Background: an optimization exercise with open tools, aiming at small area, a short achievable clock period and few clock cycles per item. Do not read the settings as production practice. RTL that was checked went through simulation tests only; none was proved equivalent to the original. Power and IR drop assume default switching activity.

== v5 ==
==> flow/design.v (excerpt) <==
module crsf_parser (
    input  wire       clk,
    input  wire       rst,         
    input  wire       in_valid,
    output wire       in_ready,
    input  wire [7:0] in_data,
    input  wire       in_last,     
    output wire       out_valid,
    input  wire       out_ready,
    output wire [7:0] out_data,
    output wire       out_last,    
    output wire       st_valid,
    output wire [7:0] st_aux,      
    output wire [5:0] st_level     
);
Size: roughly 1700 cells after synthesis, roughly 720 flip-flops.
export LEC_CHECK = 0
export ABC_CLOCK_PERIOD_IN_PS = 2200
export CAP_MARGIN = 20
export CORE_MARGIN = 2
export CORE_UTILIZATION = 40
export CTS_BUF_LIST = sky130_fd_sc_hd__clkbuf_8 sky130_fd_sc_hd__clkbuf_16
export CTS_CLUSTER_DIAMETER = 300
export CTS_CLUSTER_SIZE = 28
export SETUP_SLACK_MARGIN = 2.8
export SLEW_MARGIN = 20
export TNS_END_PERCENT = 100
create_clock -name core_clock -period 5.0 [get_ports {clk}]
run.sh (not shown) runs the stock make flow with config.mk's settings and CLKGATE_MAP_FILE= SYNTH_SCRIPT=/design/flow/synth_recipe.tcl, a recipe that flattens the netlist after the stock synthesis.
Every stage of the flow completed for v5, and the final layout passed the timing, DRC and antenna checks.
#### Input delta (v25 over v5)
# v5
export LEC_CHECK = 0
export ABC_CLOCK_PERIOD_IN_PS = 2200
export CAP_MARGIN = 20
export CORE_MARGIN = 2
export CORE_UTILIZATION = 40
export CTS_BUF_LIST = sky130_fd_sc_hd__clkbuf_8 sky130_fd_sc_hd__clkbuf_16
export CTS_CLUSTER_DIAMETER = 300
export CTS_CLUSTER_SIZE = 28
export SETUP_SLACK_MARGIN = 2.8
export SLEW_MARGIN = 20
export TNS_END_PERCENT = 100
create_clock -name core_clock -period 5.0 [get_ports {clk}]
# v25
export LEC_CHECK = 0
export ABC_CLOCK_PERIOD_IN_PS = 2200
export CAP_MARGIN = 20
export CORE_MARGIN = 2
export CORE_UTILIZATION = 40
export CTS_BUF_LIST = sky130_fd_sc_hd__clkbuf_8 sky130_fd_sc_hd__clkbuf_16
export CTS_CLUSTER_DIAMETER = 300
export CTS_CLUSTER_SIZE = 28
export SETUP_SLACK_MARGIN = 2.85
export SLEW_MARGIN = 20
export TNS_END_PERCENT = 100
create_clock -name core_clock -period 5.0 [get_ports {clk}]
[summary]
- In v25, proportion of cell area occupied by registers is lower than in v5.
- v25 ends up with a number of resized instances in the post-cts repair step that is about 5.4% higher than in v5.
- When v25 is set beside v5, its power share of the combinational group turns out to be 0.3 points larger.
- On met1 global-route usage, v5 and v25 are neck and neck.
- Final-report max-slew violation count came out exactly the same in v5 and v25.
- Compared with v5, placement density in the core of v25 is higher.
- On v25: final period utilization is 1.9 points lower than what v5 gave.
- For global-route usage, v25 and v5 come out practically identical.
- v25: routed length on met1 higher than v5
Function was not checked in any run of this note: the RTL went through the layout flow alone.

---

The RTL this note starts from:
==> flow/design.v <==
module crsf_parser (
    input  wire       clk,
    input  wire       rst,         
    input  wire       in_valid,
    output wire       in_ready,
    input  wire [7:0] in_data,
    input  wire       in_last,     
    output wire       out_valid,
    input  wire       out_ready,
    output wire [7:0] out_data,
    output wire       out_last,    
    output wire       st_valid,
    output wire [7:0] st_aux,      
    output wire [5:0] st_level     
);
    localparam QD = 4;             
    function automatic [7:0] crc8_step(input [7:0] c, input [7:0] b);
        integer i;
        reg [7:0] v;
        begin
            v = c ^ b;
            for (i = 0; i < 8; i = i + 1)
                v = v[7] ? ((v << 1) ^ 8'hD5) : (v << 1);
            crc8_step = v;
        end
    endfunction
    function automatic is_sync(input [7:0] b);
        is_sync = (b == 8'hC8) || (b == 8'hEA) || (b == 8'hEC) || (b == 8'hEE);
    endfunction
    function automatic [7:0] sync_byte(input [1:0] code);
        sync_byte = {2'b11, code != 2'd0, 2'b01, code, 1'b0};
    endfunction
    reg  [7:0] mem [0:63];
    reg        rdy;
    reg  [5:0] wptr;         
    reg  [5:0] cptr;         
    reg  [5:0] rptr;         
    reg  [5:0] lvl;          
    reg  [1:0] scode;        
    reg  [5:0] flen;         
    reg  [7:0] crc;          
    reg        bad;          
    reg        cmp;          
    reg        c_open;
    reg        c_seen;
    reg        c_drop;
    reg        push_d;       
    reg  [2:0] qn;
    reg  [1:0] q_fl  [0:QD-1];     
    reg  [5:0] q_lvl [0:QD-1];
    reg  [5:0] q_mrk [0:QD-1];
    integer    qi;
    reg        st_q;
    reg  [1:0] st_fl;
    reg  [5:0] st_lvl;
    reg  [5:0] st_nf;
    reg  [5:0] o_nf;         
    localparam K_SYNC = 2'd0, K_LEN = 2'd1, K_BODY = 2'd2;
    reg  [1:0] i_ph;         
    reg  [5:0] i_rem;        
    reg  [7:0] g [0:3];      
    reg  [1:0] gsel;
    reg        gv;           
    reg  [1:0] gk;           
    reg        gl;           
    reg        ov, sv;
    reg  [7:0] od, sd;
    reg        ol, sl;
    integer    gj;
    wire       in_take = in_valid && rdy;
    wire       x_sync  = is_sync(in_data);
    wire       x_lenok = (in_data >= 8'd2) && (in_data <= 8'd62);
    wire       x_ok    = (in_data == crc) && !bad;
    wire       lvl0    = (lvl == 6'd0);
    wire       lvl1    = (lvl == 6'd1);
    wire [5:0] wptr_p1 = wptr + 6'd1;
    reg  [5:0] wptr_n, cptr_n;
    reg  [5:0] lvl_n;
    reg        drop_n;       
    always @(*) begin
        wptr_n = wptr;
        cptr_n = cptr;
        lvl_n  = lvl;
        drop_n = 1'b0;
        if (lvl0) begin
            if (x_sync)
                lvl_n  = 6'd1;
            else
                drop_n = 1'b1;
        end else if (lvl1) begin
            if (x_lenok) begin
                wptr_n = wptr_p1;
                lvl_n  = 6'd2;
            end else begin
                drop_n = 1'b1;
                if (!x_sync)
                    lvl_n = 6'd0;
            end
        end else begin
            wptr_n = wptr_p1;
            lvl_n  = lvl + 6'd1;
            if (cmp) begin
                lvl_n = 6'd0;
                if (x_ok) begin
                    cptr_n = wptr_p1;
                end else begin
                    drop_n = 1'b1;
                    wptr_n = cptr;
                end
            end
        end
    end
    wire       seen_n  = c_open ? (c_seen | x_sync) : (!lvl0 | x_sync);
    wire       cdrop_n = (c_open && c_drop) | drop_n;
    wire       push    = in_take && in_last;
    wire       q_at   = (qn != 3'd0) && (rptr == q_mrk[0]) && (i_ph == K_SYNC);
    wire       q_at2  = (qn > 3'd1) && (rptr == q_mrk[1]);
    wire       st_set = q_at && !gv && !sv && (!ov || out_ready);
    wire       q_blk  = q_at && (!st_set || q_at2);
    wire       avail  = (i_ph != K_SYNC) || ((rptr != cptr) && !q_blk);
    wire       room   = !ov || (!sv && !gv) || (out_ready && !(sv && gv));
    wire       issue  = avail && room;
    wire       take   = ov && out_ready;
    wire [7:0] rd     = g[gsel];
    wire [7:0] land   = (gk == K_SYNC) ? sync_byte(rd[7:6]) :
                        (gk == K_LEN)  ? {2'b00, rd[5:0]} : rd;
    wire [5:0] occ    = wptr - rptr;
    wire [2:0] q_cnt  = qn + {2'd0, push_d} - {2'd0, st_set};
    assign in_ready  = rdy;
    assign out_valid = ov;
    assign out_data  = od;
    assign out_last  = ol;
    assign st_valid  = st_q;
    assign st_aux    = {st_fl, st_nf};
    assign st_level  = st_lvl;
    always @(posedge clk) begin
        if (rdy)
            mem[wptr] <= lvl1 ? {scode, in_data[5:0]} : in_data;
        if (in_take) begin
            if (lvl1) begin
                flen <= in_data[5:0];
                crc  <= 8'h00;
            end else
                crc  <= crc8_step(crc, in_data);
            if (lvl == 6'd2)
                bad <= (in_data >= 8'h28) && (flen < 6'd4);
            if (x_sync)
                scode <= in_data[2:1];
        end
        for (gj = 0; gj < 4; gj = gj + 1)
            g[gj] <= mem[{gj[1:0], rptr[3:0]}];
        gsel <= rptr[5:4];
        gk   <= i_ph;
        gl   <= (i_ph == K_BODY) && (i_rem == 6'd1);
        if (issue && i_ph == K_LEN)
            i_rem <= rd[5:0];
        else if (issue && i_ph == K_BODY)
            i_rem <= i_rem - 6'd1;
        if (take && sv) begin
            od <= sd;
            ol <= sl;
        end else if (!ov || take) begin
            od <= land;
            ol <= gl;
        end
        if (gv && ov && !(take && !sv)) begin
            sd <= land;
            sl <= gl;
        end
        for (qi = 0; qi < QD; qi = qi + 1) begin
            if (st_set && qi < QD - 1) begin
                q_fl[qi]  <= q_fl[qi+1];
                q_lvl[qi] <= q_lvl[qi+1];
                q_mrk[qi] <= q_mrk[qi+1];
            end
            if (push_d && qi == qn - {2'd0, st_set}) begin
                q_fl[qi]  <= {~c_seen, c_drop};
                q_lvl[qi] <= lvl;
                q_mrk[qi] <= cptr;
            end
        end
        if (st_set) begin
            st_fl  <= q_fl[0];
            st_lvl <= q_lvl[0];
            st_nf  <= o_nf;
        end
        if (rst) begin
            rdy    <= 1'b0;
            wptr   <= 6'd0;
            cptr   <= 6'd0;
            rptr   <= 6'd0;
            lvl    <= 6'd0;
            cmp    <= 1'b0;
            c_open <= 1'b0;
            push_d <= 1'b0;
            qn     <= 3'd0;
            st_q   <= 1'b0;
            o_nf   <= 6'd0;
            ov     <= 1'b0;
            sv     <= 1'b0;
            gv     <= 1'b0;
            i_ph   <= K_SYNC;
        end else begin
            push_d <= push;
            rdy <= (in_take ? (occ <= 6'd61) : (occ <= 6'd62)) &&
                   (push ? (q_cnt < QD - 1) : (q_cnt < QD));
            if (in_take) begin
                wptr   <= wptr_n;
                cptr   <= cptr_n;
                lvl    <= lvl_n;
                cmp    <= !lvl1 && (lvl == flen);
                c_open <= !in_last;
                c_seen <= seen_n;
                c_drop <= cdrop_n;
            end
            qn   <= q_cnt;
            st_q <= st_set;
            gv <= issue;
            if (issue) begin
                if (i_ph != K_SYNC)
                    rptr <= rptr + 6'd1;
                i_ph <= (i_ph == K_SYNC) ? K_LEN :
                        (i_ph == K_LEN)  ? K_BODY :
                        (i_rem == 6'd1)  ? K_SYNC : K_BODY;
            end
            if (st_set)
                o_nf <= {5'd0, issue && i_ph == K_SYNC};
            else if (issue && i_ph == K_SYNC && o_nf != 6'd63)
                o_nf <= o_nf + 6'd1;
            if (take && sv)
                sv <= gv;
            else if (!ov || take)
                ov <= gv;
            else if (gv)
                sv <= 1'b1;
        end
    end
endmodule
Settings: LEC_CHECK=0, ABC_CLOCK_PERIOD_IN_PS=2100, CAP_MARGIN=20, CORE_MARGIN=2, CORE_UTILIZATION=40, CTS_BUF_LIST=sky130_fd_sc_hd__clkbuf_8 sky130_fd_sc_hd__clkbuf_16, CTS_CLUSTER_DIAMETER=300, CTS_CLUSTER_SIZE=28, SETUP_SLACK_MARGIN=2.9, SLEW_MARGIN=20; clock period 5.0 ns.
Change:
Settings changed: ABC_CLOCK_PERIOD_IN_PS 2100 to 2400, SETUP_SLACK_MARGIN 2.9 to 2.6.
=> Worst setup slack degrades by 0.13 ns; cell area goes down by a few percent; sequential cell count is unchanged; routed wire length goes down by a little under a tenth; cell count goes down by a few percent.
No functional check of the RTL was part of any run of this note.

---

## run 1
crsf_parser, a different RTL version from the one above (not shown whole).
For scale: roughly 1,700 cells after synthesis, roughly 700 flip-flops, roughly 27,000 sq um of cells after synthesis.
clock: 5.0 ns
lec_check: 0
abc_clock_period_in_ps: 2400
cap_margin: 20
core_margin: 2
core_utilization: 40
cts_buf_list: sky130_fd_sc_hd__clkbuf_8 sky130_fd_sc_hd__clkbuf_16
cts_cluster_diameter: 300
cts_cluster_size: 28
setup_slack_margin: 2.6
slew_margin: 20
tns_end_percent: 100
Run 1 ran to completion and came out clean on the timing, DRC and antenna checks.
Testbench counts of run 1, summed over its fixed seeds: cycles 52,883, bytes 52,098.
Setup changes, run 1 to run 2
# run 1
export LEC_CHECK = 0
export ABC_CLOCK_PERIOD_IN_PS = 2400
export CAP_MARGIN = 20
export CORE_MARGIN = 2
export CORE_UTILIZATION = 40
export CTS_BUF_LIST = sky130_fd_sc_hd__clkbuf_8 sky130_fd_sc_hd__clkbuf_16
export CTS_CLUSTER_DIAMETER = 300
export CTS_CLUSTER_SIZE = 28
export SETUP_SLACK_MARGIN = 2.6
export SLEW_MARGIN = 20
export TNS_END_PERCENT = 100
create_clock -name core_clock -period 5.0 [get_ports {clk}]
# run 2
export LEC_CHECK = 0
export ABC_CLOCK_PERIOD_IN_PS = 2400
export CAP_MARGIN = 20
export CORE_MARGIN = 2
export CORE_UTILIZATION = 65
export CTS_BUF_LIST = sky130_fd_sc_hd__clkbuf_8 sky130_fd_sc_hd__clkbuf_16
export CTS_CLUSTER_DIAMETER = 300
export CTS_CLUSTER_SIZE = 28
export SETUP_SLACK_MARGIN = 2.6
export SLEW_MARGIN = 20
create_clock -name core_clock -period 5.0 [get_ports {clk}]
Results
Across run 1 and run 2, the outcome is the same: a clean finish for every run.
Sum of routed wire length over all layers for run 2: 4.4 mm down relative to run 1
Fmax was higher in the run labelled run 1.
In run 2 relative to run 1, area of combinational cells with multiple inputs had gone up slightly.
STATUS worst clock skew: run 2 wins against run 1
Of run 2 and run 1, it is run 2 that has the lower area of the die.
Smallest setup slack after layout (higher): run 1
Compared with run 1, run 2 ends up with less cell area.
Cmp run 1 and run 2 / sequential share of cell area / higher: run 2
Relative to run 2, the following input files were edited for run 3:
# run 2
export LEC_CHECK = 0
export ABC_CLOCK_PERIOD_IN_PS = 2400
export CAP_MARGIN = 20
export CORE_MARGIN = 2
export CORE_UTILIZATION = 65
export CTS_BUF_LIST = sky130_fd_sc_hd__clkbuf_8 sky130_fd_sc_hd__clkbuf_16
export CTS_CLUSTER_DIAMETER = 300
export CTS_CLUSTER_SIZE = 28
export SETUP_SLACK_MARGIN = 2.6
export SLEW_MARGIN = 20
create_clock -name core_clock -period 5.0 [get_ports {clk}]
# run 3
export LEC_CHECK = 0
export ABC_AREA = 1
export ABC_CLOCK_PERIOD_IN_PS = 2400
export CAP_MARGIN = 20
export CORE_MARGIN = 2
export CORE_UTILIZATION = 40
export CTS_BUF_LIST = sky130_fd_sc_hd__clkbuf_8 sky130_fd_sc_hd__clkbuf_16
export CTS_CLUSTER_DIAMETER = 300
export CTS_CLUSTER_SIZE = 28
export SETUP_SLACK_MARGIN = 2.6
export SLEW_MARGIN = 20
create_clock -name core_clock -period 5.0 [get_ports {clk}]
==> comparison <==
On area of all sequential standard cells, run 2 and run 3 are neck and neck. Run 3: via count of the first global-routing pass 1,408 above run 2. Lower sequential fraction of the synthesis area among run 2 and run 3: run 3. Net count after synthesis: run 3 vs run 2 up 24%.

==> separate check: timing with driven ports <==
Ports are ideal in the flow. The routed layouts listed here were re-timed in OpenROAD. Step 1 sets driving cells, clkbuf_16 on the clock port and buf_2 on the other inputs (assumed; they add their load-dependent delay and slew). Step 2 also shifts input and output timing later by t, the mid clock arrival at the registers, as if the neighbouring blocks saw the same clock. a / b / c = ideal / step 1 / step 2; a / b = the first two.
run	t (ns)	setup slack, ns	latest minus earliest clock arrival (ns)	slew at the worst register clock pin (ns)	worst slew at a driven data input, ns
v5	0.686	2.546 / 2.546 / 2.144	0.023 / 0.024	0.11 / 0.11	0.07
v25	0.684	2.639 / 2.639 / 2.185	0.033 / 0.033	0.11 / 0.11	0.08
the first run of note 2	0.682	2.388 / 2.388 / 1.772	0.031 / 0.032	0.12 / 0.12	0.12
the second run of note 2	0.669	2.263 / 2.263 / 1.827	0.033 / 0.033	0.12 / 0.12	0.10
run 1	0.678	2.546 / 2.546 / 1.918	0.030 / 0.030	0.12 / 0.12	0.21
run 2	0.657	2.459 / 2.459 / 1.912	0.026 / 0.026	0.11 / 0.11	0.14
run 3	0.671	2.541 / 2.541 / 2.107	0.018 / 0.018	0.11 / 0.11	0.07
After both steps every run listed still meets setup and hold. The setup slack of run 1, which loses most, moves by 0.000 ns with the drivers and by -0.628 ns with both steps.
